This design comes from an exercise in tuning for small area, a short achievable clock period and few clock cycles on the open sky130 flow, not from production work. Where RTL was checked, it was by simulation tests only, not by an equivalence proof against the original. Function not checked in run 1: the RTL went through the layout flow alone. No activity file was given, so power comes from the tool's default toggle rates.

$ cat run.sh
#!/bin/bash
# synth_recipe.tcl (not shown) runs the flow's synth.tcl, then flattens the netlist and writes it again
# the make line also repeats each setting of config.mk as NAME=value (left out here)
make -C /OpenROAD-flow-scripts/flow DESIGN_CONFIG=/design/flow/config.mk WORK_HOME=/design/flow/orfs CLKGATE_MAP_FILE= SYNTH_SCRIPT=/design/flow/synth_recipe.tcl finish
$ cat constraint.sdc
create_clock -name core_clock -period 10.0 [get_ports {clk}]
set_input_delay 2.0000 -clock core_clock [delete_from_list [all_inputs] [get_ports {clk}]]
set_output_delay 2.0000 -clock core_clock [all_outputs]
set_load 0.01 [all_outputs]
$ cat design.v
module bbm_crc8 (
    input  wire [71:0] data,      
    input  wire [7:0]  init,
    output wire [7:0]  result
);
    function [7:0] crc9;
        input [71:0] d;
        input [7:0]  c_in;
        integer      i;
        reg [7:0]    c;
        begin
            c = c_in;
            for (i = 71; i >= 0; i = i - 1)
                c = (c[7] ^ d[i]) ? ((c << 1) ^ 8'h07) : (c << 1);
            crc9 = c;
        end
    endfunction
    assign result = crc9(data, init);
endmodule
module bbm_insert (
    input  wire        clk,
    input  wire        run,       
    input  wire [79:0] msg,       
    input  wire [3:0]  b,
    input  wire [6:0]  ofs,
    input  wire        pol,
    input  wire [7:0]  init,
    output wire        last,      
    output wire [7:0]  r,         
    output wire        changed    
);
    reg [6:0] pos;
    reg [7:0] crc;
    reg       chg;
    wire [71:0] s;
    genvar p;
    generate
        for (p = 0; p < 72; p = p + 1) begin : sb
            assign s[p] = msg[8*(p/8) + 7 - (p%8)];
        end
    endgenerate
    wire       bit_p = s[pos];
    wire [7:0] rel  = {1'b0, pos} - {1'b0, ofs};
    wire       inw   = !rel[7] && (rel[6:0] < {3'd0, b});
    wire       sbit  = inw ? pol : bit_p;
    wire [7:0] crc_n = (crc[7] ^ sbit) ? ({crc[6:0], 1'b0} ^ 8'h07) : {crc[6:0], 1'b0};
    assign last    = (pos == 7'd71);
    assign r       = crc_n;
    assign changed = chg | (inw && (bit_p != pol));
    always @(posedge clk) begin
        if (!run || last) begin
            pos <= 7'd0;
            crc <= init;
            chg <= 1'b0;
        end else begin
            pos <= pos + 7'd1;
            crc <= crc_n;
            chg <= changed;
        end
    end
endmodule
module bbm_maskgen (
    input  wire [79:0] msg,       
    input  wire [3:0]  b,
    output wire [6:0]  n0,        
    output wire [6:0]  nm         
);
    wire [71:0] s;
    genvar p, q;
    generate
        for (p = 0; p < 72; p = p + 1) begin : sb
            assign s[p] = msg[8*(p/8) + 7 - (p%8)];
        end
    endgenerate
    wire [70:0] x = s[70:0] ^ s[71:1];
    wire [6:0] m;                 
    generate
        for (p = 0; p < 7; p = p + 1) begin : th
            assign m[p] = (b > p + 1);
        end
    endgenerate
    wire [71:0] c0, mixed;
    generate
        for (q = 0; q < 72; q = q + 1) begin : win
            wire [6:0] t;
            for (p = 0; p < 7; p = p + 1) begin : tr
                if (q + p < 71) begin : in_
                    assign t[p] = x[q+p];
                end else begin : out_
                    assign t[p] = 1'b0;
                end
            end
            assign mixed[q] = |(t & m);
            assign c0[q]    = mixed[q] | s[q];
        end
    endgenerate
    bbm_pop72 u_p0 (.x(c0), .y(n0));
    bbm_pop72 u_pm (.x(mixed), .y(nm));
endmodule
module bbm_pop72 (
    input  wire [71:0] x,
    output wire [6:0] y
);
    wire s1;
    wire c2;
    wire s3;
    wire c4;
    wire s5;
    wire c6;
    wire s7;
    wire c8;
    wire s9;
    wire c10;
    wire s11;
    wire c12;
    wire s13;
    wire c14;
    wire s15;
    wire c16;
    wire s17;
    wire c18;
    wire s19;
    wire c20;
    wire s21;
    wire c22;
    wire s23;
    wire c24;
    wire s25;
    wire c26;
    wire s27;
    wire c28;
    wire s29;
    wire c30;
    wire s31;
    wire c32;
    wire s33;
    wire c34;
    wire s35;
    wire c36;
    wire s37;
    wire c38;
    wire s39;
    wire c40;
    wire s41;
    wire c42;
    wire s43;
    wire c44;
    wire s45;
    wire c46;
    wire s47;
    wire c48;
    wire s49;
    wire c50;
    wire s51;
    wire c52;
    wire s53;
    wire c54;
    wire s55;
    wire c56;
    wire s57;
    wire c58;
    wire s59;
    wire c60;
    wire s61;
    wire c62;
    wire s63;
    wire c64;
    wire s65;
    wire c66;
    wire s67;
    wire c68;
    wire s69;
    wire c70;
    wire s71;
    wire c72;
    wire s73;
    wire c74;
    wire s75;
    wire c76;
    wire s77;
    wire c78;
    wire s79;
    wire c80;
    wire s81;
    wire c82;
    wire s83;
    wire c84;
    wire s85;
    wire c86;
    wire s87;
    wire c88;
    wire s89;
    wire c90;
    wire s91;
    wire c92;
    wire s93;
    wire c94;
    wire s95;
    wire c96;
    wire s97;
    wire c98;
    wire s99;
    wire c100;
    wire s101;
    wire c102;
    wire s103;
    wire c104;
    wire s105;
    wire c106;
    wire s107;
    wire c108;
    wire s109;
    wire c110;
    wire s111;
    wire c112;
    wire s113;
    wire c114;
    wire s115;
    wire c116;
    wire s117;
    wire c118;
    wire s119;
    wire c120;
    wire s121;
    wire c122;
    wire s123;
    wire c124;
    wire s125;
    wire c126;
    wire s127;
    wire c128;
    wire s129;
    wire c130;
    wire s131;
    wire c132;
    wire s133;
    wire c134;
    assign s1 = x[0] ^ x[1] ^ x[2];
    assign c2 = (x[0] & x[1]) | (x[0] & x[2]) | (x[1] & x[2]);
    assign s3 = x[3] ^ x[4] ^ x[5];
    assign c4 = (x[3] & x[4]) | (x[3] & x[5]) | (x[4] & x[5]);
    assign s5 = x[6] ^ x[7] ^ x[8];
    assign c6 = (x[6] & x[7]) | (x[6] & x[8]) | (x[7] & x[8]);
    assign s7 = x[9] ^ x[10] ^ x[11];
    assign c8 = (x[9] & x[10]) | (x[9] & x[11]) | (x[10] & x[11]);
    assign s9 = x[12] ^ x[13] ^ x[14];
    assign c10 = (x[12] & x[13]) | (x[12] & x[14]) | (x[13] & x[14]);
    assign s11 = x[15] ^ x[16] ^ x[17];
    assign c12 = (x[15] & x[16]) | (x[15] & x[17]) | (x[16] & x[17]);
    assign s13 = x[18] ^ x[19] ^ x[20];
    assign c14 = (x[18] & x[19]) | (x[18] & x[20]) | (x[19] & x[20]);
    assign s15 = x[21] ^ x[22] ^ x[23];
    assign c16 = (x[21] & x[22]) | (x[21] & x[23]) | (x[22] & x[23]);
    assign s17 = x[24] ^ x[25] ^ x[26];
    assign c18 = (x[24] & x[25]) | (x[24] & x[26]) | (x[25] & x[26]);
    assign s19 = x[27] ^ x[28] ^ x[29];
    assign c20 = (x[27] & x[28]) | (x[27] & x[29]) | (x[28] & x[29]);
    assign s21 = x[30] ^ x[31] ^ x[32];
    assign c22 = (x[30] & x[31]) | (x[30] & x[32]) | (x[31] & x[32]);
    assign s23 = x[33] ^ x[34] ^ x[35];
    assign c24 = (x[33] & x[34]) | (x[33] & x[35]) | (x[34] & x[35]);
    assign s25 = x[36] ^ x[37] ^ x[38];
    assign c26 = (x[36] & x[37]) | (x[36] & x[38]) | (x[37] & x[38]);
    assign s27 = x[39] ^ x[40] ^ x[41];
    assign c28 = (x[39] & x[40]) | (x[39] & x[41]) | (x[40] & x[41]);
    assign s29 = x[42] ^ x[43] ^ x[44];
    assign c30 = (x[42] & x[43]) | (x[42] & x[44]) | (x[43] & x[44]);
    assign s31 = x[45] ^ x[46] ^ x[47];
    assign c32 = (x[45] & x[46]) | (x[45] & x[47]) | (x[46] & x[47]);
    assign s33 = x[48] ^ x[49] ^ x[50];
    assign c34 = (x[48] & x[49]) | (x[48] & x[50]) | (x[49] & x[50]);
    assign s35 = x[51] ^ x[52] ^ x[53];
    assign c36 = (x[51] & x[52]) | (x[51] & x[53]) | (x[52] & x[53]);
    assign s37 = x[54] ^ x[55] ^ x[56];
    assign c38 = (x[54] & x[55]) | (x[54] & x[56]) | (x[55] & x[56]);
    assign s39 = x[57] ^ x[58] ^ x[59];
    assign c40 = (x[57] & x[58]) | (x[57] & x[59]) | (x[58] & x[59]);
    assign s41 = x[60] ^ x[61] ^ x[62];
    assign c42 = (x[60] & x[61]) | (x[60] & x[62]) | (x[61] & x[62]);
    assign s43 = x[63] ^ x[64] ^ x[65];
    assign c44 = (x[63] & x[64]) | (x[63] & x[65]) | (x[64] & x[65]);
    assign s45 = x[66] ^ x[67] ^ x[68];
    assign c46 = (x[66] & x[67]) | (x[66] & x[68]) | (x[67] & x[68]);
    assign s47 = x[69] ^ x[70] ^ x[71];
    assign c48 = (x[69] & x[70]) | (x[69] & x[71]) | (x[70] & x[71]);
    assign s49 = s1 ^ s3 ^ s5;
    assign c50 = (s1 & s3) | (s1 & s5) | (s3 & s5);
    assign s51 = s7 ^ s9 ^ s11;
    assign c52 = (s7 & s9) | (s7 & s11) | (s9 & s11);
    assign s53 = s13 ^ s15 ^ s17;
    assign c54 = (s13 & s15) | (s13 & s17) | (s15 & s17);
    assign s55 = s19 ^ s21 ^ s23;
    assign c56 = (s19 & s21) | (s19 & s23) | (s21 & s23);
    assign s57 = s25 ^ s27 ^ s29;
    assign c58 = (s25 & s27) | (s25 & s29) | (s27 & s29);
    assign s59 = s31 ^ s33 ^ s35;
    assign c60 = (s31 & s33) | (s31 & s35) | (s33 & s35);
    assign s61 = s37 ^ s39 ^ s41;
    assign c62 = (s37 & s39) | (s37 & s41) | (s39 & s41);
    assign s63 = s43 ^ s45 ^ s47;
    assign c64 = (s43 & s45) | (s43 & s47) | (s45 & s47);
    assign s65 = c2 ^ c4 ^ c6;
    assign c66 = (c2 & c4) | (c2 & c6) | (c4 & c6);
    assign s67 = c8 ^ c10 ^ c12;
    assign c68 = (c8 & c10) | (c8 & c12) | (c10 & c12);
    assign s69 = c14 ^ c16 ^ c18;
    assign c70 = (c14 & c16) | (c14 & c18) | (c16 & c18);
    assign s71 = c20 ^ c22 ^ c24;
    assign c72 = (c20 & c22) | (c20 & c24) | (c22 & c24);
    assign s73 = c26 ^ c28 ^ c30;
    assign c74 = (c26 & c28) | (c26 & c30) | (c28 & c30);
    assign s75 = c32 ^ c34 ^ c36;
    assign c76 = (c32 & c34) | (c32 & c36) | (c34 & c36);
    assign s77 = c38 ^ c40 ^ c42;
    assign c78 = (c38 & c40) | (c38 & c42) | (c40 & c42);
    assign s79 = c44 ^ c46 ^ c48;
    assign c80 = (c44 & c46) | (c44 & c48) | (c46 & c48);
    assign s81 = s49 ^ s51 ^ s53;
    assign c82 = (s49 & s51) | (s49 & s53) | (s51 & s53);
    assign s83 = s55 ^ s57 ^ s59;
    assign c84 = (s55 & s57) | (s55 & s59) | (s57 & s59);
    assign s85 = s61 ^ s63;
    assign c86 = s61 & s63;
    assign s87 = c50 ^ c52 ^ c54;
    assign c88 = (c50 & c52) | (c50 & c54) | (c52 & c54);
    assign s89 = c56 ^ c58 ^ c60;
    assign c90 = (c56 & c58) | (c56 & c60) | (c58 & c60);
    assign s91 = c62 ^ c64 ^ s65;
    assign c92 = (c62 & c64) | (c62 & s65) | (c64 & s65);
    assign s93 = s67 ^ s69 ^ s71;
    assign c94 = (s67 & s69) | (s67 & s71) | (s69 & s71);
    assign s95 = s73 ^ s75 ^ s77;
    assign c96 = (s73 & s75) | (s73 & s77) | (s75 & s77);
    assign s97 = c66 ^ c68 ^ c70;
    assign c98 = (c66 & c68) | (c66 & c70) | (c68 & c70);
    assign s99 = c72 ^ c74 ^ c76;
    assign c100 = (c72 & c74) | (c72 & c76) | (c74 & c76);
    assign s101 = c78 ^ c80;
    assign c102 = c78 & c80;
    assign s103 = s81 ^ s83 ^ s85;
    assign c104 = (s81 & s83) | (s81 & s85) | (s83 & s85);
    assign s105 = c82 ^ c84 ^ c86;
    assign c106 = (c82 & c84) | (c82 & c86) | (c84 & c86);
    assign s107 = s87 ^ s89 ^ s91;
    assign c108 = (s87 & s89) | (s87 & s91) | (s89 & s91);
    assign s109 = s93 ^ s95 ^ s79;
    assign c110 = (s93 & s95) | (s93 & s79) | (s95 & s79);
    assign s111 = c88 ^ c90 ^ c92;
    assign c112 = (c88 & c90) | (c88 & c92) | (c90 & c92);
    assign s113 = c94 ^ c96 ^ s97;
    assign c114 = (c94 & c96) | (c94 & s97) | (c96 & s97);
    assign s115 = s99 ^ s101;
    assign c116 = s99 & s101;
    assign s117 = c98 ^ c100 ^ c102;
    assign c118 = (c98 & c100) | (c98 & c102) | (c100 & c102);
    assign s119 = c104 ^ s105 ^ s107;
    assign c120 = (c104 & s105) | (c104 & s107) | (s105 & s107);
    assign s121 = c106 ^ c108 ^ c110;
    assign c122 = (c106 & c108) | (c106 & c110) | (c108 & c110);
    assign s123 = s111 ^ s113 ^ s115;
    assign c124 = (s111 & s113) | (s111 & s115) | (s113 & s115);
    assign s125 = c112 ^ c114 ^ c116;
    assign c126 = (c112 & c114) | (c112 & c116) | (c114 & c116);
    assign s127 = c120 ^ s121 ^ s123;
    assign c128 = (c120 & s121) | (c120 & s123) | (s121 & s123);
    assign s129 = c122 ^ c124 ^ s125;
    assign c130 = (c122 & c124) | (c122 & s125) | (c124 & s125);
    assign s131 = c128 ^ s129 ^ s117;
    assign c132 = (c128 & s129) | (c128 & s117) | (s129 & s117);
    assign s133 = c130 ^ c126 ^ c118;
    assign c134 = (c130 & c126) | (c130 & c118) | (c126 & c118);
    wire [5:0] va = {c134, c132, s131, s127, s119, s103};
    wire [5:0] vb = {1'b0, s133, 1'b0, 1'b0, s109, 1'b0};
    wire [6:0] sum = va + vb;
    assign y = sum[6:0];
endmodule
module bbm_scoreboard (
    input  wire         clk,
    input  wire         rst_n,
    input  wire [7:0]   bsel,
    input  wire [4:0]   upd,
    input  wire [7:0]   d0,
    input  wire         d1,
    input  wire         d2,
    input  wire [6:0]   d3,
    input  wire [6:0]   d4,
    output wire         wrap,        
    output wire         nearwrap,    
    input  wire         clr,
    input  wire         clr_all,
    input  wire [2:0]   clr_bank,
    input  wire         wr,
    input  wire [2:0]   wr_bank,
    input  wire [2:0]   wr_sel,
    input  wire [31:0]  wr_data,
    input  wire [4:0]   rd_sel,
    output wire [31:0]  rd_data
);
    wire [1279:0] acc;            
    reg [31:0] cur [0:4];
    integer i, j;
    always @(*) begin
        for (j = 0; j < 5; j = j + 1) begin
            cur[j] = 32'd0;
            for (i = 0; i < 8; i = i + 1)
                cur[j] = cur[j] | ({32{bsel[i]}} & acc[32*(5*i+j) +: 32]);
        end
    end
    assign rd_data = ({32{rd_sel[0]}} & cur[0]) | ({32{rd_sel[1]}} & cur[1]) |
                     ({32{rd_sel[2]}} & cur[2]) | ({32{rd_sel[3]}} & cur[3]) |
                     ({32{rd_sel[4]}} & cur[4]);
    wire [32:0] sum0 = {1'b0, cur[0]} + {25'd0, d0};
    wire [32:0] sum1 = {1'b0, cur[1]} + {32'd0, d1};
    wire [32:0] sum2 = {1'b0, cur[2]} + {32'd0, d2};
    wire [32:0] sum3 = {1'b0, cur[3]} + {26'd0, d3};
    wire [32:0] sum4 = {1'b0, cur[4]} + {26'd0, d4};
    assign wrap = (upd[0] & sum0[32]) | (upd[1] & sum1[32]) | (upd[2] & sum2[32]) |
                  (upd[3] & sum3[32]) | (upd[4] & sum4[32]);
    assign nearwrap = (&cur[0][31:8]) | (&cur[3][31:8]) | (&cur[4][31:8]);
    wire zero = !rst_n || clr;
    wire [31:0] nv [0:4];
    assign nv[0] = zero ? 32'd0 : upd[0] ? sum0[31:0] : wr_data;
    assign nv[1] = zero ? 32'd0 : upd[1] ? sum1[31:0] : wr_data;
    assign nv[2] = zero ? 32'd0 : upd[2] ? sum2[31:0] : wr_data;
    assign nv[3] = zero ? 32'd0 : upd[3] ? sum3[31:0] : wr_data;
    assign nv[4] = zero ? 32'd0 : upd[4] ? sum4[31:0] : wr_data;
    genvar g;
    generate
        for (g = 0; g < 40; g = g + 1) begin : ctr
            wire we = !rst_n
                   || (clr && (clr_all || clr_bank == g / 5))
                   || (upd[g % 5] && bsel[g / 5])
                   || (wr && wr_bank == g / 5 && wr_sel == g % 5);
            reg [31:0] r;
            always @(posedge clk)
                if (we)
                    r <= nv[g % 5];
            assign acc[32*g +: 32] = r;
        end
    endgenerate
endmodule
module bbm_top (
    input  wire        clk,
    input  wire        rst_n,
    input  wire        bus_valid,
    input  wire        bus_we,
    input  wire [8:0]  bus_addr,
    input  wire [31:0] bus_wdata,
    output wire [31:0] bus_rdata,
    output reg         bus_err,
    output wire        irq
);
    localparam [3:0] E_ILLEGAL_OP = 4'd1, E_BAD_BLEN = 4'd2, E_BAD_OFS = 4'd3,
                     E_RSVD_FIELD = 4'd4, E_BUSY_CMD = 4'd5, E_BUSY_WRITE = 4'd6;
    localparam [2:0] S_IDLE = 3'd0, S_SEAL = 3'd1, S_EV1 = 3'd2,
                     S_COMMIT = 3'd3, S_SLOW = 3'd4;
    localparam [1:0] C_NOEFF = 2'd1, C_MISSED = 2'd2, C_DETECTED = 2'd3;
    reg [2:0]  state;
    reg [1:0]  ctrl;           
    reg        st_done, st_err, st_ovf;
    reg [3:0]  st_errcode;
    reg [7:0]  init_q;
    reg [79:0] msg;            
    reg [6:0]  seq_ofs;        
    reg        seq_pol;
    reg [3:0]  seq_bank;
    reg        seq_one;        
    reg        fast;           
    reg [2:0]  pn;             
    reg [6:0]  cnt0, cnt1;     
    reg [4:0]  pend;           
    reg [1:0]  last_cls0, last_cls1;
    reg [7:0]  last_rcrc0, last_rcrc1;
    reg        rd_q;
    reg [6:0]  rd_word;
    reg [7:0]  rd_status;
    reg [7:0]  sb_bsel;        
    reg [4:0]  rd_csel;        
    wire busy = (state != S_IDLE);
    assign irq = (st_done & ctrl[0]) | ((st_err | st_ovf) & ctrl[1]);
    wire [31:0] w      = bus_wdata;
    wire [3:0]  w_op   = w[3:0];
    wire [3:0]  w_bl   = w[7:4];
    wire [6:0]  w_of   = w[14:8];
    wire        w_all  = w[15];
    wire        bl_ok  = (w_bl >= 4'd1) && (w_bl <= 4'd8);
    reg [3:0] cmd_code;
    always @(*) begin
        cmd_code = 4'd0;
        if (busy)
            cmd_code = E_BUSY_CMD;
        else if (w[31:16] != 16'd0)
            cmd_code = E_RSVD_FIELD;
        else begin
            case (w_op)
                4'h0, 4'h2:
                    if (w[15:4] != 12'd0) cmd_code = E_RSVD_FIELD;
                4'h1:
                    if (w_of != 7'd0) cmd_code = E_RSVD_FIELD;
                    else if (w_all) begin
                        if (w_bl != 4'd0) cmd_code = E_RSVD_FIELD;
                    end else if (!bl_ok) cmd_code = E_BAD_BLEN;
                4'h3:
                    if (w[15:8] != 8'd0) cmd_code = E_RSVD_FIELD;
                    else if (!bl_ok) cmd_code = E_BAD_BLEN;
                4'h4:
                    if (w_all) cmd_code = E_RSVD_FIELD;
                    else if (!bl_ok) cmd_code = E_BAD_BLEN;
                    else if (w_of > 7'd79) cmd_code = E_BAD_OFS;
                default:
                    cmd_code = E_ILLEGAL_OP;
            endcase
        end
    end
    wire       aligned  = (bus_addr[1:0] == 2'b00);
    wire       host_wr  = bus_valid && bus_we && aligned;
    wire [6:0] word     = bus_addr[8:2];
    wire       a_ctrl   = (word == 7'h01);
    wire       a_status = (word == 7'h02);
    wire       a_cmd    = (word == 7'h03);
    wire       a_init   = (word == 7'h04);
    wire       a_msg    = (word >= 7'h08) && (word <= 7'h11);
    wire [3:0] msg_idx  = word[3:0] - 4'd8;
    wire       a_acc    = (bus_addr[8:7] == 2'b01) || (bus_addr[8:7] == 2'b10);
    wire [2:0] acc_bank = {~bus_addr[7], bus_addr[6:5]};    
    wire [2:0] acc_sel  = bus_addr[4:2];
    wire cmd_wr  = host_wr && a_cmd;
    wire cmd_acc = cmd_wr && (cmd_code == 4'd0);
    wire [71:0] msg_buf;
    genvar gi;
    generate
        for (gi = 0; gi < 9; gi = gi + 1) begin : mbuf
            assign msg_buf[71-8*gi -: 8] = msg[8*gi +: 8];
        end
    endgenerate
    wire [7:0] crc_result;
    bbm_crc8 u_crc (
        .data   (msg_buf),
        .init   (init_q),
        .result (crc_result)
    );
    wire crc_match = (crc_result == msg[79:72]);
    wire       ins_last;
    wire [7:0] ins_r;
    wire       changed;
    bbm_insert u_ins (
        .clk     (clk),
        .run     (state == S_SLOW),
        .msg     (msg),
        .b       (seq_bank),
        .ofs     (seq_ofs),
        .pol     (seq_pol),
        .init    (init_q),
        .last    (ins_last),
        .r       (ins_r),
        .changed (changed)
    );
    wire ins_match = (ins_r == msg[79:72]);
    wire [6:0] n0, nm;
    bbm_maskgen u_win (
        .msg (msg),
        .b   (seq_bank),
        .n0  (n0),
        .nm  (nm)
    );
    wire [1:0] sub_cls = !changed ? C_NOEFF : ins_match ? C_MISSED : C_DETECTED;
    wire [7:0] sub_r   = changed ? ins_r : 8'h00;
    wire [4:0] sub_sel = !changed ? 5'b00001 :
                         ins_match ? (seq_pol ? 5'b00100 : 5'b00010) :
                                     (seq_pol ? 5'b10000 : 5'b01000);
    wire       sub_last = seq_pol && (seq_one || seq_ofs == 7'd79);
    wire [2:0]  eb       = seq_bank[2:0] - 3'd1;
    wire        hcw      = host_wr && a_acc && !busy;
    wire        clr_cmd  = cmd_acc && w_op == 4'h1;
    wire        clr_eb   = clr_cmd && (w_all || (w_bl[2:0] - 3'd1) == eb);
    wire        clr_oth  = clr_cmd && !(w_all || (w_bl[2:0] - 3'd1) == eb);
    wire [2:0]  pn_sel   = {acc_sel == 3'd4, acc_sel == 3'd3, acc_sel == 3'd0};
    wire [2:0]  pn_drop  = {3{clr_eb}}  | ({3{hcw && acc_bank == eb}} & pn_sel);
    wire [2:0]  pn_hold  = {3{clr_oth}} | ({3{hcw && acc_bank != eb}} & pn_sel);
    wire [2:0]  pn_go    = pn & ~pn_drop & ~pn_hold;
    wire [2:0]  pn_next  = pn & pn_hold;
    wire        busy_upd = (state == S_COMMIT) || (state == S_SLOW);
    wire [4:0]  upd      = {5{busy_upd}} | {pn_go[2], pn_go[1], 2'b00, pn_go[0]};
    wire [7:0]  fd0 = 8'd88 - {1'b0, cnt1};
    wire [6:0]  fd4 = 7'd72 + cnt1 - cnt0;
    wire        sb_wrap;
    wire        sb_nearwrap;
    wire [31:0] acc_rdata;
    bbm_scoreboard u_sb (
        .clk      (clk),
        .rst_n    (rst_n),
        .bsel     (sb_bsel),
        .wr_bank  (acc_bank),
        .upd      (upd),
        .d0       (fast ? fd0 : {7'd0, pend[0]}),
        .d1       (pend[1]),
        .d2       (pend[2]),
        .d3       (fast ? cnt0 : {6'd0, pend[3]}),
        .d4       (fast ? fd4 : {6'd0, pend[4]}),
        .wrap     (sb_wrap),
        .nearwrap (sb_nearwrap),
        .clr      (clr_cmd),
        .clr_all  (w_all),
        .clr_bank (w_bl[2:0] - 3'd1),
        .wr       (host_wr && a_acc && !busy),
        .wr_sel   (acc_sel),
        .wr_data  (bus_wdata),
        .rd_sel   (rd_csel),
        .rd_data  (acc_rdata)
    );
    wire [15:0] cur_mask = ~(16'hFFFF >> seq_bank) >> seq_ofs[2:0];
    wire [6:0]  last_lofs = (seq_ofs == 7'd0) ? 7'd0 : seq_ofs - 7'd1;
    wire [6:0]  rw       = rd_word;
    wire        r_acc    = (rw[6:5] == 2'b01) || (rw[6:5] == 2'b10);
    wire        r_msg    = (rw >= 7'h08) && (rw <= 7'h11);
    wire [3:0]  r_idx    = rw[3:0] - 4'd8;
    reg [31:0] rdval;
    always @(*) begin
        rdval = 32'd0;
        if (r_acc)
            rdval = 32'd0;
        else if (r_msg)
            rdval = {24'd0, msg[8*r_idx +: 8]};
        else begin
            case (rw)
                7'h00: rdval = 32'h42424D01;
                7'h01: rdval = {30'd0, ctrl};
                7'h02: rdval = {24'd0, rd_status};
                7'h04: rdval = {24'd0, init_q};
                7'h05: rdval = {seq_bank, seq_ofs[6:3], cur_mask, 1'b0, seq_ofs};
                7'h06: rdval = {1'b0, last_lofs, last_rcrc1, last_rcrc0, 4'd0,
                                last_cls1, last_cls0};
                default: rdval = 32'd0;
            endcase
        end
    end
    assign bus_rdata = rd_q ? (rdval | acc_rdata) : 32'd0;
    always @(posedge clk) begin
        bus_err   <= bus_valid && !aligned;
        rd_q      <= bus_valid && !bus_we && aligned;
        rd_word   <= word;
        rd_status <= {st_errcode, st_ovf, st_err, st_done, busy};
        rd_csel   <= {5{a_acc}} & (5'b00001 << acc_sel);
        if (cmd_acc && (w_op == 4'h3 || w_op == 4'h4))
            sb_bsel <= 8'b1 << (w_bl[2:0] - 3'd1);
        else if (!busy && pn_next == 3'd0)
            sb_bsel <= 8'b1 << acc_bank;
        if (!rst_n) begin
            state      <= S_IDLE;
            ctrl       <= 2'd0;
            st_done    <= 1'b0;
            st_err     <= 1'b0;
            st_ovf     <= 1'b0;
            st_errcode <= 4'd0;
            init_q     <= 8'd0;
            msg        <= 80'd0;
            seq_ofs    <= 7'd0;
            seq_pol    <= 1'b0;
            seq_bank   <= 4'd0;
            seq_one    <= 1'b0;
            fast       <= 1'b0;
            pn         <= 3'd0;
            cnt0       <= 7'd0;
            cnt1       <= 7'd0;
            pend       <= 5'd0;
            last_cls0  <= 2'd0;
            last_cls1  <= 2'd0;
            last_rcrc0 <= 8'd0;
            last_rcrc1 <= 8'd0;
        end else begin
            if (host_wr) begin
                if (a_ctrl)
                    ctrl <= bus_wdata[1:0];
                else if (a_status) begin
                    if (bus_wdata[1]) st_done <= 1'b0;
                    if (bus_wdata[2]) begin
                        st_err     <= 1'b0;
                        st_errcode <= 4'd0;
                    end
                    if (bus_wdata[3]) st_ovf <= 1'b0;
                end else if (a_cmd) begin
                    if (cmd_code != 4'd0) begin
                        if (!st_err) begin
                            st_err     <= 1'b1;
                            st_errcode <= cmd_code;
                        end
                    end else begin
                        case (w_op)
                            4'h0, 4'h1: st_done <= 1'b1;     
                            4'h2: begin                      
                                st_done <= 1'b0;
                                state   <= S_SEAL;
                            end
                            default: begin                   
                                st_done    <= 1'b0;
                                state      <= S_EV1;
                                seq_bank   <= w_bl;
                                seq_pol    <= 1'b0;
                                seq_one    <= (w_op == 4'h4);
                                seq_ofs    <= (w_op == 4'h3) ? 7'd0 : w_of;
                                last_cls0  <= C_NOEFF;
                                last_cls1  <= C_NOEFF;
                                last_rcrc0 <= 8'd0;
                                last_rcrc1 <= 8'd0;
                            end
                        endcase
                    end
                end else if (a_init || a_msg || (a_acc && acc_sel < 3'd5)) begin
                    if (busy) begin
                        if (!st_err) begin
                            st_err     <= 1'b1;
                            st_errcode <= E_BUSY_WRITE;
                        end
                    end else if (a_init)
                        init_q <= bus_wdata[7:0];
                    else if (a_msg)
                        msg[8*msg_idx +: 8] <= bus_wdata[7:0];
                end
            end
            case (state)
                S_SEAL: begin
                    msg[79:72] <= crc_result;
                    state      <= S_IDLE;
                    st_done    <= 1'b1;
                end
                S_EV1: begin
                    cnt0 <= n0;
                    cnt1 <= nm;
                    pend <= 5'd0;
                    if (!seq_one && crc_match) begin
                        fast    <= 1'b1;
                        seq_ofs <= 7'd80;
                        if (sb_nearwrap)
                            state <= S_COMMIT;
                        else begin
                            pn      <= 3'b111;
                            state   <= S_IDLE;
                            st_done <= 1'b1;
                        end
                    end else begin
                        fast  <= 1'b0;
                        state <= S_SLOW;
                    end
                end
                S_SLOW: if (!ins_last)
                    pend <= 5'd0;
                else begin
                    pend <= sub_sel;
                    if (seq_pol) begin
                        last_cls1  <= sub_cls;
                        last_rcrc1 <= sub_r;
                        seq_pol    <= 1'b0;
                        seq_ofs    <= seq_ofs + 7'd1;
                    end else begin
                        last_cls0  <= sub_cls;
                        last_rcrc0 <= sub_r;
                        seq_pol    <= 1'b1;
                    end
                    if (sub_last)
                        state <= S_COMMIT;
                end
                S_COMMIT: begin
                    state   <= S_IDLE;
                    st_done <= 1'b1;
                end
                default: pn <= pn_next;
            endcase
            if (sb_wrap)
                st_ovf <= 1'b1;
        end
    end
endmodule
$ cat config.mk
export PLATFORM = sky130hd
export DESIGN_NAME = bbm_top
export DESIGN_NICKNAME = bbm_top
export VERILOG_FILES = /design/flow/design.v
export SDC_FILE = /design/flow/constraint.sdc
export NUM_CORES = 4
export LEC_CHECK = 0
export CAP_MARGIN = 20
export CORE_MARGIN = 2
export CORE_UTILIZATION = 40
export PLACE_DENSITY = 0.55
export SETUP_SLACK_MARGIN = 5
export SLEW_MARGIN = 20
==> impl_metrics.csv, run 1 <==
group,metric,value,unit
outcome,status,"complete, no violations",
placement,dp_slack,2.63,ns
power_and_ir_drop,p_leak,0.0340,uW
sta,timing.setup.tns,0,ns
floorplan,num_rows,156,
worst_setup_path,start_kind,"flop",
placement,gp_congestion,0.970,
worst_setup_path,r2r_end,"cnt0[6]",
worst_hold_path,hold_class,"reg2reg",
route,route.met3.wl,45400,um
route,firstDrtPassIters,11,
layout,finalNonFillerCells,9074,
worst_setup_path,r2r_start,"seq_bank[1]",
sta,slew_viol_final,0,
sta,layout_setup_ws,3.88,ns
placement,dpl.hpwl,181000,um
sta,rsz0062_at_grt,"yes",
sta,finalHoldViolations,0,
worst_setup_path,critical_path_class,"reg2reg",
worst_setup_path,max_stage_delay,0.53,ns
grt,track_usage,0.338,
worst_setup_path,cp_max_fo,5,
yosys,syn_area,73000,sq um
route,topRoutingLayerUsed,"met5",
grt,antenna_found_initial,15,
sta,period_share,0.612,
route,drtIter0Drc,10600,
floorplan,die-width,431,um
worst_setup_path,timing.critical_path.buf_inv,9,
clock_network,cts_buffer_depth,3,
sta,setup_violations,0,
route,wl_met2,143000,um
clock_network,clk_pin_slew,0.06,ns
layout,fin_nets,6837,
yosys,synth_edf_count,1288,
route,via_count,60800,
layout,syn2layout_area_growth,32.6,%
floorplan,core,181000,sq um
placement,dpl-instance-area,77000,sq um
yosys,synth_top_flop_cell,"edfxtp_1",
flow_run,maxCapViolCount,0,
clock_network,ctsRootBufferMaster,"clkbuf_16",
clock_network,cts_inserted_buffers,159,
power_and_ir_drop,vdd_ir_drop_max,0.168,mV
route,detail-route-antenna-nets,0,
route,met1Wirelength,116000,um
layout,drive_gt1_frac,0.326,
yosys,synthTopCellsByCount,"1288 x edfxtp_1, 814 x a22oi_1, 356 x nor2_1",
clock_network,cts_max_level,4,
worst_hold_path,min_to,"rd_status[6]",
worst_setup_path,reg2reg_slack,3.88,ns
route,avgRoutedWirePerCell,37.0,um
yosys,ys_types,83,
clock_network,cts_hold_buf,0,
worst_setup_path,crit_path_frequent_cell,"fa_2",
yosys,synthArstFlopShare,0,
floorplan,die_h,431,um
placement,port_buffers,78,
worst_setup_path,crit_arrival,6.85,ns
floorplan,dieArea,186000,sq um
placement,dpl.cell_count,7956,
floorplan,start_util,0.403,
worst_hold_path,hold_path.startpoint,"st_errcode[2]",
sta,hold_slack,0.357,ns
yosys,avgSynthCellArea,12.6,sq um
clock_network,cts_tree,"yes",
yosys,yosysSeqAreaShare,0.583,
sta,finClkSkew,0.0545,ns
layout,nFillCells,14800,
worst_setup_path,worstSetupEndpointType,"flop",
sta,worstMarginPinSlew,1.29,ns
floorplan,io_pins,79,
route,drc,0,
yosys,synth_nets,6064,
grt,grt_pass1_vias,55900,
sta,maxSlewHeadroom,0.139,
yosys,yosysMostFrequentCell,"edfxtp_1",
sta,fmax,164,MHz
clock_network,clkLatencyLatePin,0.83,ns
yosys,synth_top_area_share,0.530,
sta,finalCriticalPeriod,6.12,ns
yosys,synth-seq-cells,1480,
yosys,syn_inst,5802,
worst_hold_path,min_path_cells,0,
clock_network,clkSinkCount,1480,
layout,fin_area,96800,sq um
worst_setup_path,cp.depth,28,
worst_setup_path,reg2regPathDepth,28,
yosys,yosysWarnings,5,
route,wl,336000,um
route,via_per_inst,6.70,
power_and_ir_drop,cellPowerDensity,158,nW/um^2
yosys,yosysTopAreaCell,"edfxtp_1",
grt,grt_start_max_net_pins,75,
grt,grt_pass1_wl,443000,um
worst_setup_path,path_delay_family,"adder cells",
yosys,synth_area_leaders,"edfxtp_1 53%, a22oi_1 8.4%, dfxtp_1 5.3%",
worst_setup_path,cp.required,10.73,ns
grt,overflow,0,
worst_setup_path,slowest_stage,"fa_1",
==> flip-flops by register name, summed over array words and instances, names as in the netlist, 8 cells and up <==
| register | count |
|---|---|
| last_rcrc1 | 8 |
| msg | 80 |
| init_q | 8 |
| u_sb.ctr.r | 1280 |
| u_ins.crc | 8 |
| last_rcrc0 | 8 |
| sb_bsel | 8 |
==> worst max path at each step <==
stage,start,to,slack (ns)
final,seq_bank[1],cnt0[6],3.88
after floorplan,seq_bank[1],cnt0[5],4.31
after CTS,seq_bank[0],cnt0[6],4.06
after detailed placement,seq_bank[3],cnt0[6],2.63
after global routing,seq_bank[0],cnt0[6],3.79
after global placement,seq_bank[3],cnt0[6],2.54
==> stage by stage <==
stage / power, uW / util
after CTS: 15100 / 0.509
after floorplan: 8110 / -
after global placement: 8750 / 0.425
after global routing: 15600 / 0.535
after detailed placement: 8770 / 0.425
final: 15300 / 0.535
==> what timing repair did <==
action | 4_1_cts | 5_1_grt
gates cloned | 91 | 37
setup endpoints to repair | 2703 | 2377
gates resized for setup | 990 | 477
setup buffers | 466 | 229
pin swaps | 318 | 324
==> per-layer routing <==
metal / track usage / vias up
li1: - / 24100
met1: 0.417 / 30200
met4: 0.240 / 16
met3: 0.103 / 1458
met2: 0.507 / 5029
met5: 0.000260 / -
==> placed cells by master (no fill, tap or decap), types with 37 or more instances in the layout <==
cell	n
a222oi_1	53
o22ai_1	55
o21ai_0	95
a22oi_1	607
buf_6	126
nand2_1	302
nand3_1	59
clkbuf_16	188
xor2_1	125
a21oi_2	37
fa_2	76
buf_12	126
ha_1	69
buf_4	579
buf_16	52
a21oi_1	197
fa_1	56
xnor2_1	215
a22oi_2	207
mux4_2	38
edfxtp_1	1288
dfxtp_2	49
a221o_4	43
mux2i_1	73
nor2_1	323
dfxtp_1	117
clkdlybuf4s50_1	41
nand4_1	192
xnor2_2	50
inv_2	42
inv_1	149
==> where the power goes <==
part           total (uW)  leakage, uW  switching [uW]  internal [uW]
combinational        2070       0.0178            1330            736
sequential           7370       0.0137             139           7230
clock                5890      0.00248            2570           3320
total               15300       0.0340            4040          11300
==> worst reg2reg max path, delay by kind of cell, from the launching register on <==
family                   cells  cell delay [ns]
AO/OA/AOI/OAI                5             0.53
adder cells (fa/ha/maj)      8             3.32
buffers and inverters        9             0.81
flip-flops                   1             0.37
AND/OR/NAND/NOR              6             0.99
==> final cells by class <==
type,instances,area (sq um),area share
flip-flops and latches,1480,42700,0.441
multi-input cells,3721,33300,0.344
repair buffers,1010,11800,0.122
clock buffers,201,4230,0.0437
well taps,2370,2970,0.0306
clock inverters,84,901,0.00931
inverters,203,826,0.00853
diodes,5,12.5,0.000129
==> logic make-up after synthesis <==
| kind of cell | synth area share |
|---|---|
| DFF | 0.583 |
| buffers and inverters | 0.0337 |
| and+or+nand+nor | 0.0818 |
| adders and majority gates | 0.0508 |
| AOI/OAI and AO/OA | 0.155 |
| muxes | 0.0245 |
| xor gates and xnor gates | 0.0710 |
==> run 2: changes to the inputs <==
--- a/design.v
+++ b/design.v
@@ -20,4 +20,2 @@
 module bbm_insert (
-    input  wire        clk,
-    input  wire        run,       
     input  wire [79:0] msg,       
@@ -26,36 +24,23 @@
     input  wire        pol,
-    input  wire [7:0]  init,
-    output wire        last,      
-    output wire [7:0]  r,         
-    output wire        changed    
+    input  wire        en,
+    output wire [71:0] scr,       
+    output wire        changed
 );
-    reg [6:0] pos;
-    reg [7:0] crc;
-    reg       chg;
-    wire [71:0] s;
-    genvar p;
+    wire [15:0] mask = ~(16'hFFFF >> b) >> ofs[2:0];
+    wire [3:0]  k  = ofs[6:3];
+    wire [7:0]  mh = mask[15:8];
+    wire [7:0]  ml = mask[7:0];
+    wire [8:0] diff;
+    genvar i;
     generate
-        for (p = 0; p < 72; p = p + 1) begin : sb
-            assign s[p] = msg[8*(p/8) + 7 - (p%8)];
+        for (i = 0; i < 9; i = i + 1) begin : lane
+            wire       hi = en && (k == i);
+            wire       lo = (i > 0) && en && (k + 4'd1 == i);
+            wire [7:0] m  = (hi ? mh : 8'h00) | (lo ? ml : 8'h00);
+            wire [7:0] o  = msg[8*i +: 8];
+            assign scr[71-8*i -: 8] = pol ? (o | m) : (o & ~m);
+            assign diff[i] = |(m & (pol ? ~o : o));
         end
     endgenerate
-    wire       bit_p = s[pos];
-    wire [7:0] rel  = {1'b0, pos} - {1'b0, ofs};
-    wire       inw   = !rel[7] && (rel[6:0] < {3'd0, b});
-    wire       sbit  = inw ? pol : bit_p;
-    wire [7:0] crc_n = (crc[7] ^ sbit) ? ({crc[6:0], 1'b0} ^ 8'h07) : {crc[6:0], 1'b0};
-    assign last    = (pos == 7'd71);
-    assign r       = crc_n;
-    assign changed = chg | (inw && (bit_p != pol));
-    always @(posedge clk) begin
-        if (!run || last) begin
-            pos <= 7'd0;
-            crc <= init;
-            chg <= 1'b0;
-        end else begin
-            pos <= pos + 7'd1;
-            crc <= crc_n;
-            chg <= changed;
-        end
-    end
+    assign changed = |diff;
 endmodule
@@ -65,3 +50,3 @@
     output wire [6:0]  n0,        
-    output wire [6:0]  nm         
+    output wire [6:0]  n1         
 );
@@ -74,22 +59,23 @@
     endgenerate
-    wire [70:0] x = s[70:0] ^ s[71:1];
-    wire [6:0] m;                 
+    wire [7:0] m;                 
     generate
-        for (p = 0; p < 7; p = p + 1) begin : th
-            assign m[p] = (b > p + 1);
+        for (p = 0; p < 8; p = p + 1) begin : th
+            assign m[p] = (b > p);
         end
     endgenerate
-    wire [71:0] c0, mixed;
+    wire [71:0] c0, c1;
     generate
         for (q = 0; q < 72; q = q + 1) begin : win
-            wire [6:0] t;
-            for (p = 0; p < 7; p = p + 1) begin : tr
-                if (q + p < 71) begin : in_
-                    assign t[p] = x[q+p];
+            wire [7:0] w1, w0;
+            for (p = 0; p < 8; p = p + 1) begin : bit_
+                if (q + p < 72) begin : in_
+                    assign w1[p] = s[q+p];
+                    assign w0[p] = ~s[q+p];
                 end else begin : out_
-                    assign t[p] = 1'b0;
+                    assign w1[p] = 1'b0;
+                    assign w0[p] = 1'b0;
                 end
             end
-            assign mixed[q] = |(t & m);
-            assign c0[q]    = mixed[q] | s[q];
+            assign c0[q] = |(w1 & m);
+            assign c1[q] = |(w0 & m);
         end
@@ -97,3 +83,3 @@
     bbm_pop72 u_p0 (.x(c0), .y(n0));
-    bbm_pop72 u_pm (.x(mixed), .y(nm));
+    bbm_pop72 u_p1 (.x(c1), .y(n1));
 endmodule
@@ -379,4 +365,4 @@
     input  wire         rst_n,
-    input  wire [7:0]   bsel,
-    input  wire [4:0]   upd,
+    input  wire [2:0]   bank,
+    input  wire         upd,
     input  wire [7:0]   d0,
@@ -387,3 +373,2 @@
     output wire         wrap,        
-    output wire         nearwrap,    
     input  wire         clr,
@@ -392,36 +377,52 @@
     input  wire         wr,
-    input  wire [2:0]   wr_bank,
     input  wire [2:0]   wr_sel,
     input  wire [31:0]  wr_data,
-    input  wire [4:0]   rd_sel,
-    output wire [31:0]  rd_data
+    input  wire [2:0]   rd_sel,
+    output reg  [31:0]  rd_data
 );
     wire [1279:0] acc;            
-    reg [31:0] cur [0:4];
-    integer i, j;
-    always @(*) begin
-        for (j = 0; j < 5; j = j + 1) begin
-            cur[j] = 32'd0;
-            for (i = 0; i < 8; i = i + 1)
-                cur[j] = cur[j] | ({32{bsel[i]}} & acc[32*(5*i+j) +: 32]);
+    function [31:0] pick;
+        input [1279:0] a;
+        input [2:0]    bk;
+        input integer  j;
+        begin
+            case (bk)
+                3'd0: pick = a[32*(0*5+j) +: 32];
+                3'd1: pick = a[32*(1*5+j) +: 32];
+                3'd2: pick = a[32*(2*5+j) +: 32];
+                3'd3: pick = a[32*(3*5+j) +: 32];
+                3'd4: pick = a[32*(4*5+j) +: 32];
+                3'd5: pick = a[32*(5*5+j) +: 32];
+                3'd6: pick = a[32*(6*5+j) +: 32];
+                default: pick = a[32*(7*5+j) +: 32];
+            endcase
         end
+    endfunction
+    wire [31:0] cur0 = pick(acc, bank, 0);
+    wire [31:0] cur1 = pick(acc, bank, 1);
+    wire [31:0] cur2 = pick(acc, bank, 2);
+    wire [31:0] cur3 = pick(acc, bank, 3);
+    wire [31:0] cur4 = pick(acc, bank, 4);
+    always @(*) begin
+        case (rd_sel)
+            3'd0: rd_data = cur0;
+            3'd1: rd_data = cur1;
+            3'd2: rd_data = cur2;
+            3'd3: rd_data = cur3;
+            3'd4: rd_data = cur4;
+            default: rd_data = 32'd0;
+        endcase
     end
-    assign rd_data = ({32{rd_sel[0]}} & cur[0]) | ({32{rd_sel[1]}} & cur[1]) |
-                     ({32{rd_sel[2]}} & cur[2]) | ({32{rd_sel[3]}} & cur[3]) |
-                     ({32{rd_sel[4]}} & cur[4]);
-    wire [32:0] sum0 = {1'b0, cur[0]} + {25'd0, d0};
-    wire [32:0] sum1 = {1'b0, cur[1]} + {32'd0, d1};
-    wire [32:0] sum2 = {1'b0, cur[2]} + {32'd0, d2};
-    wire [32:0] sum3 = {1'b0, cur[3]} + {26'd0, d3};
-    wire [32:0] sum4 = {1'b0, cur[4]} + {26'd0, d4};
-    assign wrap = (upd[0] & sum0[32]) | (upd[1] & sum1[32]) | (upd[2] & sum2[32]) |
-                  (upd[3] & sum3[32]) | (upd[4] & sum4[32]);
-    assign nearwrap = (&cur[0][31:8]) | (&cur[3][31:8]) | (&cur[4][31:8]);
-    wire zero = !rst_n || clr;
+    wire [32:0] sum0 = {1'b0, cur0} + {25'd0, d0};
+    wire [32:0] sum1 = {1'b0, cur1} + {32'd0, d1};
+    wire [32:0] sum2 = {1'b0, cur2} + {32'd0, d2};
+    wire [32:0] sum3 = {1'b0, cur3} + {26'd0, d3};
+    wire [32:0] sum4 = {1'b0, cur4} + {26'd0, d4};
+    assign wrap = upd && (sum0[32] | sum1[32] | sum2[32] | sum3[32] | sum4[32]);
     wire [31:0] nv [0:4];
-    assign nv[0] = zero ? 32'd0 : upd[0] ? sum0[31:0] : wr_data;
-    assign nv[1] = zero ? 32'd0 : upd[1] ? sum1[31:0] : wr_data;
-    assign nv[2] = zero ? 32'd0 : upd[2] ? sum2[31:0] : wr_data;
-    assign nv[3] = zero ? 32'd0 : upd[3] ? sum3[31:0] : wr_data;
-    assign nv[4] = zero ? 32'd0 : upd[4] ? sum4[31:0] : wr_data;
+    assign nv[0] = !rst_n || clr ? 32'd0 : upd ? sum0[31:0] : wr_data;
+    assign nv[1] = !rst_n || clr ? 32'd0 : upd ? sum1[31:0] : wr_data;
+    assign nv[2] = !rst_n || clr ? 32'd0 : upd ? sum2[31:0] : wr_data;
+    assign nv[3] = !rst_n || clr ? 32'd0 : upd ? sum3[31:0] : wr_data;
+    assign nv[4] = !rst_n || clr ? 32'd0 : upd ? sum4[31:0] : wr_data;
     genvar g;
@@ -429,6 +430,7 @@
         for (g = 0; g < 40; g = g + 1) begin : ctr
+            wire in_bank = (bank == g / 5);
             wire we = !rst_n
                    || (clr && (clr_all || clr_bank == g / 5))
-                   || (upd[g % 5] && bsel[g / 5])
-                   || (wr && wr_bank == g / 5 && wr_sel == g % 5);
+                   || (upd && in_bank)
+                   || (wr && in_bank && wr_sel == g % 5);
             reg [31:0] r;
@@ -448,3 +450,3 @@
     input  wire [31:0] bus_wdata,
-    output wire [31:0] bus_rdata,
+    output reg  [31:0] bus_rdata,
     output reg         bus_err,
@@ -468,3 +470,2 @@
     reg        fast;           
-    reg [2:0]  pn;             
     reg [6:0]  cnt0, cnt1;     
@@ -473,7 +474,2 @@
     reg [7:0]  last_rcrc0, last_rcrc1;
-    reg        rd_q;
-    reg [6:0]  rd_word;
-    reg [7:0]  rd_status;
-    reg [7:0]  sb_bsel;        
-    reg [4:0]  rd_csel;        
     wire busy = (state != S_IDLE);
@@ -528,22 +524,6 @@
     wire cmd_acc = cmd_wr && (cmd_code == 4'd0);
-    wire [71:0] msg_buf;
-    genvar gi;
-    generate
-        for (gi = 0; gi < 9; gi = gi + 1) begin : mbuf
-            assign msg_buf[71-8*gi -: 8] = msg[8*gi +: 8];
-        end
-    endgenerate
-    wire [7:0] crc_result;
-    bbm_crc8 u_crc (
-        .data   (msg_buf),
-        .init   (init_q),
-        .result (crc_result)
-    );
-    wire crc_match = (crc_result == msg[79:72]);
-    wire       ins_last;
-    wire [7:0] ins_r;
-    wire       changed;
+    wire        ins_en = (state == S_SLOW);
+    wire [71:0] scr;
+    wire        changed;
     bbm_insert u_ins (
-        .clk     (clk),
-        .run     (state == S_SLOW),
         .msg     (msg),
@@ -552,9 +532,14 @@
         .pol     (seq_pol),
-        .init    (init_q),
-        .last    (ins_last),
-        .r       (ins_r),
+        .en      (ins_en),
+        .scr     (scr),
         .changed (changed)
     );
-    wire ins_match = (ins_r == msg[79:72]);
-    wire [6:0] n0, nm;
+    wire [7:0] crc_result;
+    bbm_crc8 u_crc (
+        .data   (scr),
+        .init   (init_q),
+        .result (crc_result)
+    );
+    wire crc_match = (crc_result == msg[79:72]);
+    wire [6:0] n0, n1;
     bbm_maskgen u_win (
@@ -563,26 +548,13 @@
         .n0  (n0),
-        .nm  (nm)
+        .n1  (n1)
     );
-    wire [1:0] sub_cls = !changed ? C_NOEFF : ins_match ? C_MISSED : C_DETECTED;
-    wire [7:0] sub_r   = changed ? ins_r : 8'h00;
+    wire [1:0] sub_cls = !changed ? C_NOEFF : crc_match ? C_MISSED : C_DETECTED;
+    wire [7:0] sub_r   = changed ? crc_result : 8'h00;
     wire [4:0] sub_sel = !changed ? 5'b00001 :
-                         ins_match ? (seq_pol ? 5'b00100 : 5'b00010) :
+                         crc_match ? (seq_pol ? 5'b00100 : 5'b00010) :
                                      (seq_pol ? 5'b10000 : 5'b01000);
     wire       sub_last = seq_pol && (seq_one || seq_ofs == 7'd79);
-    wire [2:0]  eb       = seq_bank[2:0] - 3'd1;
-    wire        hcw      = host_wr && a_acc && !busy;
-    wire        clr_cmd  = cmd_acc && w_op == 4'h1;
-    wire        clr_eb   = clr_cmd && (w_all || (w_bl[2:0] - 3'd1) == eb);
-    wire        clr_oth  = clr_cmd && !(w_all || (w_bl[2:0] - 3'd1) == eb);
-    wire [2:0]  pn_sel   = {acc_sel == 3'd4, acc_sel == 3'd3, acc_sel == 3'd0};
-    wire [2:0]  pn_drop  = {3{clr_eb}}  | ({3{hcw && acc_bank == eb}} & pn_sel);
-    wire [2:0]  pn_hold  = {3{clr_oth}} | ({3{hcw && acc_bank != eb}} & pn_sel);
-    wire [2:0]  pn_go    = pn & ~pn_drop & ~pn_hold;
-    wire [2:0]  pn_next  = pn & pn_hold;
-    wire        busy_upd = (state == S_COMMIT) || (state == S_SLOW);
-    wire [4:0]  upd      = {5{busy_upd}} | {pn_go[2], pn_go[1], 2'b00, pn_go[0]};
-    wire [7:0]  fd0 = 8'd88 - {1'b0, cnt1};
-    wire [6:0]  fd4 = 7'd72 + cnt1 - cnt0;
+    wire        upd = (state == S_COMMIT) || (state == S_SLOW);
+    wire [7:0]  fd0 = 8'd160 - {1'b0, cnt0} - {1'b0, cnt1};
     wire        sb_wrap;
-    wire        sb_nearwrap;
     wire [31:0] acc_rdata;
@@ -591,4 +563,3 @@
         .rst_n    (rst_n),
-        .bsel     (sb_bsel),
-        .wr_bank  (acc_bank),
+        .bank     (busy ? seq_bank[2:0] - 3'd1 : acc_bank),
         .upd      (upd),
@@ -598,6 +569,5 @@
         .d3       (fast ? cnt0 : {6'd0, pend[3]}),
-        .d4       (fast ? fd4 : {6'd0, pend[4]}),
+        .d4       (fast ? cnt1 : {6'd0, pend[4]}),
         .wrap     (sb_wrap),
-        .nearwrap (sb_nearwrap),
-        .clr      (clr_cmd),
+        .clr      (cmd_acc && w_op == 4'h1),
         .clr_all  (w_all),
@@ -607,3 +577,3 @@
         .wr_data  (bus_wdata),
-        .rd_sel   (rd_csel),
+        .rd_sel   (acc_sel),
         .rd_data  (acc_rdata)
@@ -612,6 +582,2 @@
     wire [6:0]  last_lofs = (seq_ofs == 7'd0) ? 7'd0 : seq_ofs - 7'd1;
-    wire [6:0]  rw       = rd_word;
-    wire        r_acc    = (rw[6:5] == 2'b01) || (rw[6:5] == 2'b10);
-    wire        r_msg    = (rw >= 7'h08) && (rw <= 7'h11);
-    wire [3:0]  r_idx    = rw[3:0] - 4'd8;
     reg [31:0] rdval;
@@ -619,11 +585,11 @@
         rdval = 32'd0;
-        if (r_acc)
-            rdval = 32'd0;
-        else if (r_msg)
-            rdval = {24'd0, msg[8*r_idx +: 8]};
+        if (a_acc)
+            rdval = acc_rdata;
+        else if (a_msg)
+            rdval = {24'd0, msg[8*msg_idx +: 8]};
         else begin
-            case (rw)
+            case (word)
                 7'h00: rdval = 32'h42424D01;
                 7'h01: rdval = {30'd0, ctrl};
-                7'h02: rdval = {24'd0, rd_status};
+                7'h02: rdval = {24'd0, st_errcode, st_ovf, st_err, st_done, busy};
                 7'h04: rdval = {24'd0, init_q};
@@ -636,13 +602,5 @@
     end
-    assign bus_rdata = rd_q ? (rdval | acc_rdata) : 32'd0;
     always @(posedge clk) begin
+        bus_rdata <= (bus_valid && !bus_we && aligned) ? rdval : 32'd0;
         bus_err   <= bus_valid && !aligned;
-        rd_q      <= bus_valid && !bus_we && aligned;
-        rd_word   <= word;
-        rd_status <= {st_errcode, st_ovf, st_err, st_done, busy};
-        rd_csel   <= {5{a_acc}} & (5'b00001 << acc_sel);
-        if (cmd_acc && (w_op == 4'h3 || w_op == 4'h4))
-            sb_bsel <= 8'b1 << (w_bl[2:0] - 3'd1);
-        else if (!busy && pn_next == 3'd0)
-            sb_bsel <= 8'b1 << acc_bank;
         if (!rst_n) begin
@@ -661,3 +619,2 @@
             fast       <= 1'b0;
-            pn         <= 3'd0;
             cnt0       <= 7'd0;
@@ -727,14 +684,7 @@
                     cnt0 <= n0;
-                    cnt1 <= nm;
+                    cnt1 <= n1;
                     pend <= 5'd0;
                     if (!seq_one && crc_match) begin
-                        fast    <= 1'b1;
-                        seq_ofs <= 7'd80;
-                        if (sb_nearwrap)
-                            state <= S_COMMIT;
-                        else begin
-                            pn      <= 3'b111;
-                            state   <= S_IDLE;
-                            st_done <= 1'b1;
-                        end
+                        fast  <= 1'b1;
+                        state <= S_COMMIT;
                     end else begin
@@ -744,5 +694,3 @@
                 end
-                S_SLOW: if (!ins_last)
-                    pend <= 5'd0;
-                else begin
+                S_SLOW: begin
                     pend <= sub_sel;
@@ -762,2 +710,4 @@
                 S_COMMIT: begin
+                    if (fast)
+                        seq_ofs <= 7'd80;
                     state   <= S_IDLE;
@@ -765,3 +715,3 @@
                 end
-                default: pn <= pn_next;
+                default: ;
             endcase
--- a/config.mk
+++ b/config.mk
@@ -9,5 +9,4 @@
 export CORE_MARGIN = 2
-export CORE_UTILIZATION = 40
-export PLACE_DENSITY = 0.55
-export SETUP_SLACK_MARGIN = 5
+export CORE_UTILIZATION = 15
+export PLACE_DENSITY = 0.3
 export SLEW_MARGIN = 20
==> run 2 against run 1 <==
Power grew 40%. Clock power rose by 15%. Count of clock-buffer cells in the layout grew 10. Area after synthesis is 8.7% higher. Wire length increased by 28%. Core utilization down 35 points. Maximum frequency fell by 31%. Sequential share of layout area down 0.30 points. Critical endpoint is now state[1].
==> impl_metrics.csv, run 2 <==
group,metric,value,unit
outcome,status,"complete, no violations",
sta,finClkSkew,0.0770,ns
power_and_ir_drop,total_power,21400,uW
layout,drive_gt1_frac,0.115,
yosys,ys_types,97,
yosys,syn_inst,7524,
sta,finalCriticalPeriod,8.89,ns
worst_setup_path,reg2reg_slack,1.11,ns
route,met1Wirelength,198000,um
route,detail-route-antenna-nets,0,
floorplan,dieArea,534000,sq um
worst_hold_path,hold_path.startpoint,"st_errcode[0]",
power_and_ir_drop,vdd_ir_drop_max,0.149,mV
grt,antenna_found_initial,54,
yosys,yosysMostFrequentCell,"edfxtp_1",
worst_setup_path,worstSetupEndpointType,"flop",
floorplan,num_rows,267,
grt,grt_pass1_wl,578000,um
clock_network,postCtsSetupBuffers,0,
route,avgRoutedWirePerCell,29.3,um
grt,grt_pass1_vias,63200,
floorplan,core,527000,sq um
layout,largest_reg_flops,1280,
sta,layout_setup_ws,1.11,ns
yosys,synth-seq-cells,1465,
worst_setup_path,max_stage_delay,0.87,ns
route,wl_met2,191000,um
sta,setup_violations,0,
yosys,syn_area,79300,sq um
sta,timing.setup.tns,0,ns
yosys,synth_top_flop_cell,"edfxtp_1",
clock_network,cts_hold_buf,0,
placement,gp_congestion,0.875,
route,topRoutingLayerUsed,"met5",
worst_setup_path,cp.required,10.73,ns
placement,dpl.hpwl,287000,um
worst_setup_path,critical_path_class,"reg2reg",
clock_network,cts_max_level,4,
worst_setup_path,slowest_stage,"nor3_1",
placement,dp_slack,1.09,ns
sta,slew_viol_final,0,
layout,reg.largest.list,"u_sb.ctr.r (1280), msg (80), bus_rdata (32)",
clock_network,clkLatencyLatePin,0.90,ns
sta,fmax,112,MHz
floorplan,die-width,731,um
sta,period_share,0.889,
worst_setup_path,path_delay_family,"XOR/XNOR gates",
clock_network,cts_inserted_buffers,177,
sta,maxSlewHeadroom,0.171,
yosys,avgSynthCellArea,10.5,sq um
sta,finalHoldViolations,0,
clock_network,cts_tree,"yes",
route,via_per_inst,4.47,
layout,syn2layout_area_growth,21.4,%
layout,fin_nets,7740,
worst_hold_path,hold_class,"reg2reg",
power_and_ir_drop,p_leak,0.0321,uW
yosys,synth_area_leaders,"edfxtp_1 48%, a21oi_1 4.8%, dfxtp_1 4.7%",
layout,regMostFlops,"u_sb.ctr.r",
layout,layout.cells.most_common,"edfxtp_1",
yosys,synthTopCellsByCount,"1280 x edfxtp_1, 925 x nand2_1, 763 x a21oi_1",
sta,worstMarginPinSlew,1.24,ns
grt,grt_start_max_net_pins,113,
clock_network,clk_pin_slew,0.06,ns
worst_setup_path,crit_path_frequent_cell,"xnor3_1",
layout,nFillCells,57700,
power_and_ir_drop,cellPowerDensity,223,nW/um^2
route,route.met3.wl,27000,um
worst_setup_path,r2r_end,"state[1]",
worst_hold_path,min_to,"st_errcode[0]",
layout,finalNonFillerCells,14700,
route,drc,0,
grt,overflow,0,
yosys,yosysWarnings,3,
worst_setup_path,timing.critical_path.buf_inv,1,
floorplan,die_h,731,um
grt,track_usage,0.155,
worst_hold_path,min_path_cells,2,
yosys,synth_nets,7768,
yosys,yosysTopAreaCell,"edfxtp_1",
route,drtIter0Drc,8224,
floorplan,io_pins,79,
yosys,yosysSeqAreaShare,0.532,
clock_network,cts.repair.resized,0,
worst_setup_path,cp_max_fo,11,
layout,layout_common_cells,"1280 x edfxtp_1, 922 x nand2_1, 758 x a21oi_1",
worst_setup_path,crit_arrival,9.62,ns
clock_network,clkSinkCount,1465,
worst_setup_path,r2r_start,"seq_bank[1]",
sta,rsz0062_at_grt,"no",
worst_setup_path,path_cells,"inv_1, ha_2, nand2b_1, a211oi_1, nor4_1, nor3_1, mux2i_1, xnor2_1, xnor3_1, xnor3_1, xnor3_2, xnor2_2, xnor3_1, xor3_1, xnor3_1, xnor2_1, xnor2_1, mux2i_1, o2111ai_2, o41a_1, a21oi_1",
yosys,synth_edf_count,1280,
flow_run,maxCapViolCount,0,
route,via_count,65500,
yosys,synth_top_area_share,0.485,
worst_setup_path,reg2regPathDepth,21,
worst_setup_path,start_kind,"flop",
clock_network,cts_buffer_depth,4,
placement,port_buffers,78,
route,firstDrtPassIters,9,
route,wl,429000,um
floorplan,start_util,0.150,
placement,dpl.cell_count,14300,
clock_network,ctsRootBufferMaster,"clkbuf_16",
yosys,synthArstFlopShare,0,
==> run 2: final cells by class <==
class / count / area, sq um / area share
sequential: 1465 / 42200 / 0.438
multi-input combinational: 5139 / 34600 / 0.360
tap: 6994 / 8750 / 0.0909
clock buffer: 211 / 4620 / 0.0480
timing repair buffer: 451 / 3810 / 0.0396
clock inverter: 111 / 1240 / 0.0129
inverter: 262 / 986 / 0.0102
antenna: 23 / 57.6 / 0.000598
==> run 2: power breakdown <==
group	leakage, uW	switching, uW	internal, uW
clock network	0.00284	2850	3910
registers	0.0145	176	7420
logic	0.0148	5220	1860
total	0.0321	8250	13200
==> run 2: tightest hold or removal path, delay by kind of cell, from the launching register on <==
| family | cells | cell delay [ns] |
|---|---|---|
| DFF | 1 | 0.32 |
| and+or+nand+nor | 1 | 0.05 |
| AOI/OAI and AO/OA | 1 | 0.05 |
==> run 2: metrics by stage <==
| stage | area [sq um] | hold slack, ns | util |
|---|---|---|---|
| finish | 96200 | 0.466 | 0.182 |
| global route | 96200 | 0.475 | 0.182 |
| CTS | 96100 | 0.468 | 0.182 |
| detailed placement | 90300 | 0.459 | 0.171 |
| global placement | 90300 | 0.454 | 0.171 |
| floorplan | 79300 | 0.421 | - |
==> run 2: cell families after synthesis <==
kind of cell               Yosys count  share of synthesized area
and+or+nand+nor                   2259                      0.123
AOI/OAI and AO/OA                 2155                      0.174
DFF                               1465                      0.532
buffers and inverters              920                     0.0437
xor gates and xnor gates           360                     0.0519
adders and majority gates          201                     0.0442
muxes                              164                     0.0314
==> run 2: per-layer routing <==
metal,track usage,up-vias
met1,0.218,34300
met4,0.0457,10
met2,0.242,2805
li1,-,27900
met5,0,-
met3,0.0258,468
==> run 2: worst max path at each step <==
stage                     start                  to  cells after the start  slack [ns]
global route        seq_bank[1]            state[1]                     21        0.63
detailed placement  bus_addr[7]  u_sb.ctr[36].r[31]                     20        1.09
global placement    bus_addr[7]   u_sb.ctr[1].r[31]                     20        1.26
finish              seq_bank[1]            state[1]                     21        1.11
floorplan           bus_addr[5]   u_sb.ctr[0].r[30]                     34        0.01
CTS                 seq_bank[1]            state[1]                     21        1.25
Testbench counts of run 2, summed over its fixed seeds: cycles 4,064.

-- re-timing with driven ports --
In the flow no input, the clock included, has a driving cell. The finished layouts below were timed again as built, in two steps.
Step 1 (the two cells are an assumption about what drives the block):
set clk [get_ports {clk}]
set_driving_cell -lib_cell sky130_fd_sc_hd__clkbuf_16 $clk
set_driving_cell -lib_cell sky130_fd_sc_hd__buf_2 [delete_from_list [all_inputs] $clk]
Step 2 also shifts input and output timing later by t, the mid clock arrival at the registers, as if the neighbouring blocks saw the same clock.
Three values: ideal ports, drivers, drivers and shift; two values: the first two.
| run | t (ns) | slack for setup (ns) | worst hold slack (ns) | clock arrival spread, ns |
|---|---|---|---|---|
| run 1 | 0.888 | 3.884 / 3.831 / 3.884 | 0.357 / 0.357 / 0.357 | 0.055 / 0.054 |
| run 2 | 0.968 | 1.108 / 1.108 / 0.819 | 0.466 / 0.466 / 0.466 | 0.079 / 0.079 |
After both steps every run listed still meets setup and hold. For run 2, which loses most, drivers alone change the setup slack by 0.000 ns; drivers and shift together by -0.289 ns.
